This is an optimization exercise on Yosys and OpenROAD, whose aim is small area, a short achievable clock period and few clock cycles, not a production implementation. Only simulation tests tie the RTL to the original design; equivalence was not proved. No activity file was given, so power comes from the tool's default toggle rates.

== job 1731 ==
Design frame_rx, start of the top module:
module frame_rx (
    input  wire        clk,
    input  wire        rst,
    input  wire        in_valid,
    input  wire [7:0]  in_data,
    output wire        in_ready,
    output wire        o_valid,
    input  wire        o_ready,
    output wire [1:0]  o_kind,    
    output wire [15:0] o_pn,
    output wire [7:0]  o_type,
    output wire [5:0]  o_len,
    output wire [31:0] o_sid,
    output wire [15:0] o_tf,
    output wire [15:0] o_fi,
    output wire [7:0]  o_data,
    output wire        o_last
);
    localparam RING = 52;
    function [15:0] crc_byte;
        input [15:0] c_in;
        input [7:0]  b;
        integer k;
        reg [15:0] c;
        begin
            c = c_in ^ {b, 8'h00};
            for (k = 0; k < 8; k = k + 1)
                c = c[15] ? ((c << 1) ^ 16'h1021) : (c << 1);
            crc_byte = c;
        end
    endfunction
    function [15:0] crc_drop;
        input [7:0] b;
        integer k;
        reg [15:0] c;
        begin
            c = crc_byte(16'h0000, b);
            for (k = 0; k < 13; k = k + 1)
                c = crc_byte(c, 8'h00);
            crc_drop = c;
        end
    endfunction
    localparam [15:0] ROLL_CONST = 16'h8166;
    function [5:0] inc;
        input [5:0] x;
        inc = (x == RING - 1) ? 6'd0 : x + 6'd1;
    endfunction
    function [5:0] addm;
        input [5:0] x;
        input [5:0] d;
        reg [6:0] s;
        begin
            s = {1'b0, x} + {1'b0, d};
            addm = (s >= RING) ? s - RING : s[5:0];
        end
    endfunction
    function [5:0] subm;
        input [5:0] a;
        input [5:0] b;
        reg [6:0] s;
        begin
            s = {1'b0, a} - {1'b0, b};
            subm = s[6] ? s + RING : s[5:0];
        end
    endfunction
    reg [7:0]  ring [0:RING-1];
    reg [5:0]  wp;         
    reg [5:0]  h;          
    reg [5:0]  r;          
  ...
export LEC_CHECK = 0
export CAP_MARGIN = 20
export CORE_MARGIN = 2
export CORE_UTILIZATION = 40
export PLACE_DENSITY = 0.6
export SETUP_SLACK_MARGIN = 4.5
export SLEW_MARGIN = 20
create_clock -name core_clock -period 8.0 [get_ports {clk}]
run.sh (not shown) runs the stock make flow with config.mk's settings and CLKGATE_MAP_FILE= SYNTH_SCRIPT=/design/flow/synth_recipe.tcl, a recipe that flattens the netlist after the stock synthesis.
Job 1731 | status: complete | timing, DRC, antenna: pass
Testbench counts of job 1731, summed over its fixed seeds: cycles 50,804.
Here is what was changed in the inputs of job 2900 compared with job 1731.
- a change of CORE_UTILIZATION from 40 to 60
- a change of PLACE_DENSITY from 0.6 to 0.75
- a change of SETUP_SLACK_MARGIN from 4.5 to 5
Results
- Number of nets with antenna violations after routing came out exactly the same in job 1731 and job 2900.
- Summary — area growth from synthesis to final layout, job 2900 relative to job 1731: higher, by 3.1 points.
- When the final numbers for job 1731 and job 2900 were put side by side, the area enclosed by the die boundary turned out to be smaller in job 2900.
- Job 2900 against job 1731: share of power burned in the clock network fell by 1.9 points; final cycle utilization of the critical path fell by 5.0 points; post-detailed-routing wire length rose by 3.5%.
- Measured against job 2900, the total length of routed met3 wires of job 1731 comes out at 0.65 times the reference value.
- Share of power burned in registers (job 2900 over job 1731): increase, 0.2 points
- Job 2900 vs job 1731 — relative slew slack rose 11 points.
- Cell area after layout (job 2900 vs. job 1731) increases by a few percent
- Combinational power share is lower on job 1731
Inputs modified between job 2900 and job 9858:
- CORE_UTILIZATION now 40, was 60
- PLACE_DENSITY now 0.6, was 0.75
- SETUP_SLACK_MARGIN now 5.4, was 5
==> flow/flow/run.sh (new file) <==
#!/bin/bash
set -euo pipefail
MARGIN=5.4
grep -v '^export SETUP_SLACK_MARGIN' config.mk > config.mk.new
echo "export SETUP_SLACK_MARGIN = $MARGIN" >> config.mk.new
mv config.mk.new config.mk
bash standard.sh > orfs_flow.log 2>&1
==> flow/standard.sh (new file) <==
#!/bin/bash
# synth_recipe.tcl (not shown) runs the flow's synth.tcl, then flattens the netlist and writes it again
# the make line also repeats each setting of config.mk as NAME=value (left out here)
make -C /OpenROAD-flow-scripts/flow DESIGN_CONFIG=/design/flow/config.mk WORK_HOME=/design/flow/orfs CLKGATE_MAP_FILE= SYNTH_SCRIPT=/design/flow/synth_recipe.tcl "${@:-finish}"
removed: flow/run.sh
## What came out
Job 9858 was carried through to the last stage, and its layout satisfied the timing, design-rule and antenna checks. Of job 2900 and job 9858, the run reporting the higher worst supply voltage drop on vdd was job 2900. Hold slack on job 9858 is up relative to job 2900. Cmp job 2900 and job 9858 / proportion of total power due to net switching / higher: job 9858. Looking at data arrival time at the worst-slack endpoint, job 9858 sits below job 2900. Part of the power in combinational logic ended up 4.2 points higher on job 9858 than on job 2900. The routed wirelength normalized by instance count reported for job 9858 is smaller than that of job 2900 by 1.7 µm. Comparing job 9858 against job 2900, there is no change at all in number of diodes.
The inputs of job 6160 differ from those of job 9858 as listed below.
- SETUP_SLACK_MARGIN changed from 5.4 to 5
==> flow/run.sh (new file) <==
#!/bin/bash
# synth_recipe.tcl (not shown) runs the flow's synth.tcl, then flattens the netlist and writes it again
# the make line also repeats each setting of config.mk as NAME=value (left out here)
make -C /OpenROAD-flow-scripts/flow DESIGN_CONFIG=/design/flow/config.mk WORK_HOME=/design/flow/orfs CLKGATE_MAP_FILE= SYNTH_SCRIPT=/design/flow/synth_recipe.tcl finish
removed: flow/flow/run.sh
removed: flow/standard.sh
[summary]
Job 6160 reports its highest layer used for signal routing as met5 while job 9858 reports met4.
Job 6160 vs job 9858, library cell contributing the largest single delay on the critical path: sky130_fd_sc_hd__nor2_2 vs sky130_fd_sc_hd__or4_4
Diff job 9858 -> job 6160: area of the die flat; number of placed instances, taps included flat; final design area excluding fillers down 6.3%; via count down about 6%.

========
red:
Another version of the RTL of frame_rx (not shown whole).
Size in the first run: roughly 1600 cells after synthesis, ~120 I/O pins, ~28000 um^2 of cells after synthesis.
export LEC_CHECK = 0
export CAP_MARGIN = 20
export CORE_MARGIN = 2
export CORE_UTILIZATION = 50
export CTS_CLUSTER_DIAMETER = 80
export CTS_CLUSTER_SIZE = 25
export PLACE_DENSITY = 0.75
export SETUP_SLACK_MARGIN = 5
export SLEW_MARGIN = 20
export BUFFER_PORTS_ARGS = -buffer_cell sky130_fd_sc_hd__buf_2
create_clock -name core_clock -period 8.0 [get_ports {clk}]
standard.sh (not shown) runs the stock make flow with config.mk's settings and CLKGATE_MAP_FILE= SYNTH_SCRIPT=/design/flow/synth_recipe.tcl, a recipe that flattens the netlist after the stock synthesis.
==> flow/flow/run.sh <==
#!/bin/bash
# The standard layout (bash standard.sh, which also runs the standard
# synthesis unchanged), except that the port buffers that global placement
# inserts on every input and output are sky130_fd_sc_hd__buf_2 cells instead
# of the delay-buffer cells buffer_ports picks by default.
set -euo pipefail
echo "export BUFFER_PORTS_ARGS = -buffer_cell sky130_fd_sc_hd__buf_2" >> config.mk
bash standard.sh > orfs_flow.log 2>&1
Testbench counts of red, summed over its fixed seeds: cycles 50,804.
Here is what was changed in the inputs of blue compared with red.
# red
export LEC_CHECK = 0
export CAP_MARGIN = 20
export CORE_MARGIN = 2
export CORE_UTILIZATION = 50
export CTS_CLUSTER_DIAMETER = 80
export CTS_CLUSTER_SIZE = 25
export PLACE_DENSITY = 0.75
export SETUP_SLACK_MARGIN = 5
export SLEW_MARGIN = 20
export BUFFER_PORTS_ARGS = -buffer_cell sky130_fd_sc_hd__buf_2
create_clock -name core_clock -period 8.0 [get_ports {clk}]
# blue
export LEC_CHECK = 0
export CAP_MARGIN = 20
export CORE_MARGIN = 2
export CORE_UTILIZATION = 45
export CTS_CLUSTER_DIAMETER = 80
export CTS_CLUSTER_SIZE = 25
export PLACE_DENSITY = 0.7
export SETUP_SLACK_MARGIN = 5
export SLEW_MARGIN = 20
export BUFFER_PORTS_ARGS = -buffer_cell sky130_fd_sc_hd__buf_2
create_clock -name core_clock -period 8.0 [get_ports {clk}]
--- outcome ---
Timing, DRC, antenna: 0 failures across red and blue
Min combinational cell fraction of total power across red and blue: blue
After detailed routing, red needs less wire than blue.
Clock latency of the later-clocked register in the worst-skew pair: blue vs red down 0.05 ns
Compared with red, blue shows post-layout instance count excluding filler cells that has gone up by a few percent.
Cell area delta for blue relative to red: about 0.9% higher
Proportion of cell area occupied by registers in blue is 0.54 points below red.
On fraction of area in clock buffers and inverters, the lower figure sits with red, not blue.
Summary of blue over red: fraction of met2 tracks used by global routing went down 4.5 points; site row count up 5.

-- static timing again, ports no longer ideal --
Ports are ideal in the flow. The routed layouts listed here were re-timed in OpenROAD. Step 1: set_driving_cell puts a clkbuf_16 on clk and a buf_2 on each other input, an assumption about the parent block. Step 2, shift: input delay + t, output delay - t, t = (earliest + latest rising clock arrival at the registers) / 2. This alone moves slack from input paths to output paths. Slacks: ideal / step 1 / step 2; pairs: ideal / step 1.
run | t (ns) | setup WS [ns] | latest minus earliest clock arrival (ns) | worst register clock-pin slew, ns | worst data-port slew with drivers (ns)
job 1731 | 0.683 | 4.518 / 4.494 / 3.811 | 0.044 / 0.044 | 0.06 / 0.06 | 0.08
job 2900 | 0.659 | 4.918 / 4.918 / 4.407 | 0.027 / 0.027 | 0.07 / 0.07 | 0.06
job 9858 | 0.690 | 5.106 / 5.106 / 4.541 | 0.029 / 0.029 | 0.06 / 0.06 | 0.06
job 6160 | 0.676 | 4.989 / 4.986 / 4.340 | 0.041 / 0.041 | 0.06 / 0.06 | 0.07
red | 0.684 | 4.945 / 4.945 / 4.306 | 0.024 / 0.023 | 0.11 / 0.11 | 0.09
blue | 0.635 | 4.913 / 4.890 / 4.256 | 0.043 / 0.043 | 0.10 / 0.10 | 0.08
After both steps setup and hold are still met in every run listed. For job 1731, which loses most, drivers alone change the setup slack by -0.024 ns; drivers and shift together by -0.707 ns.
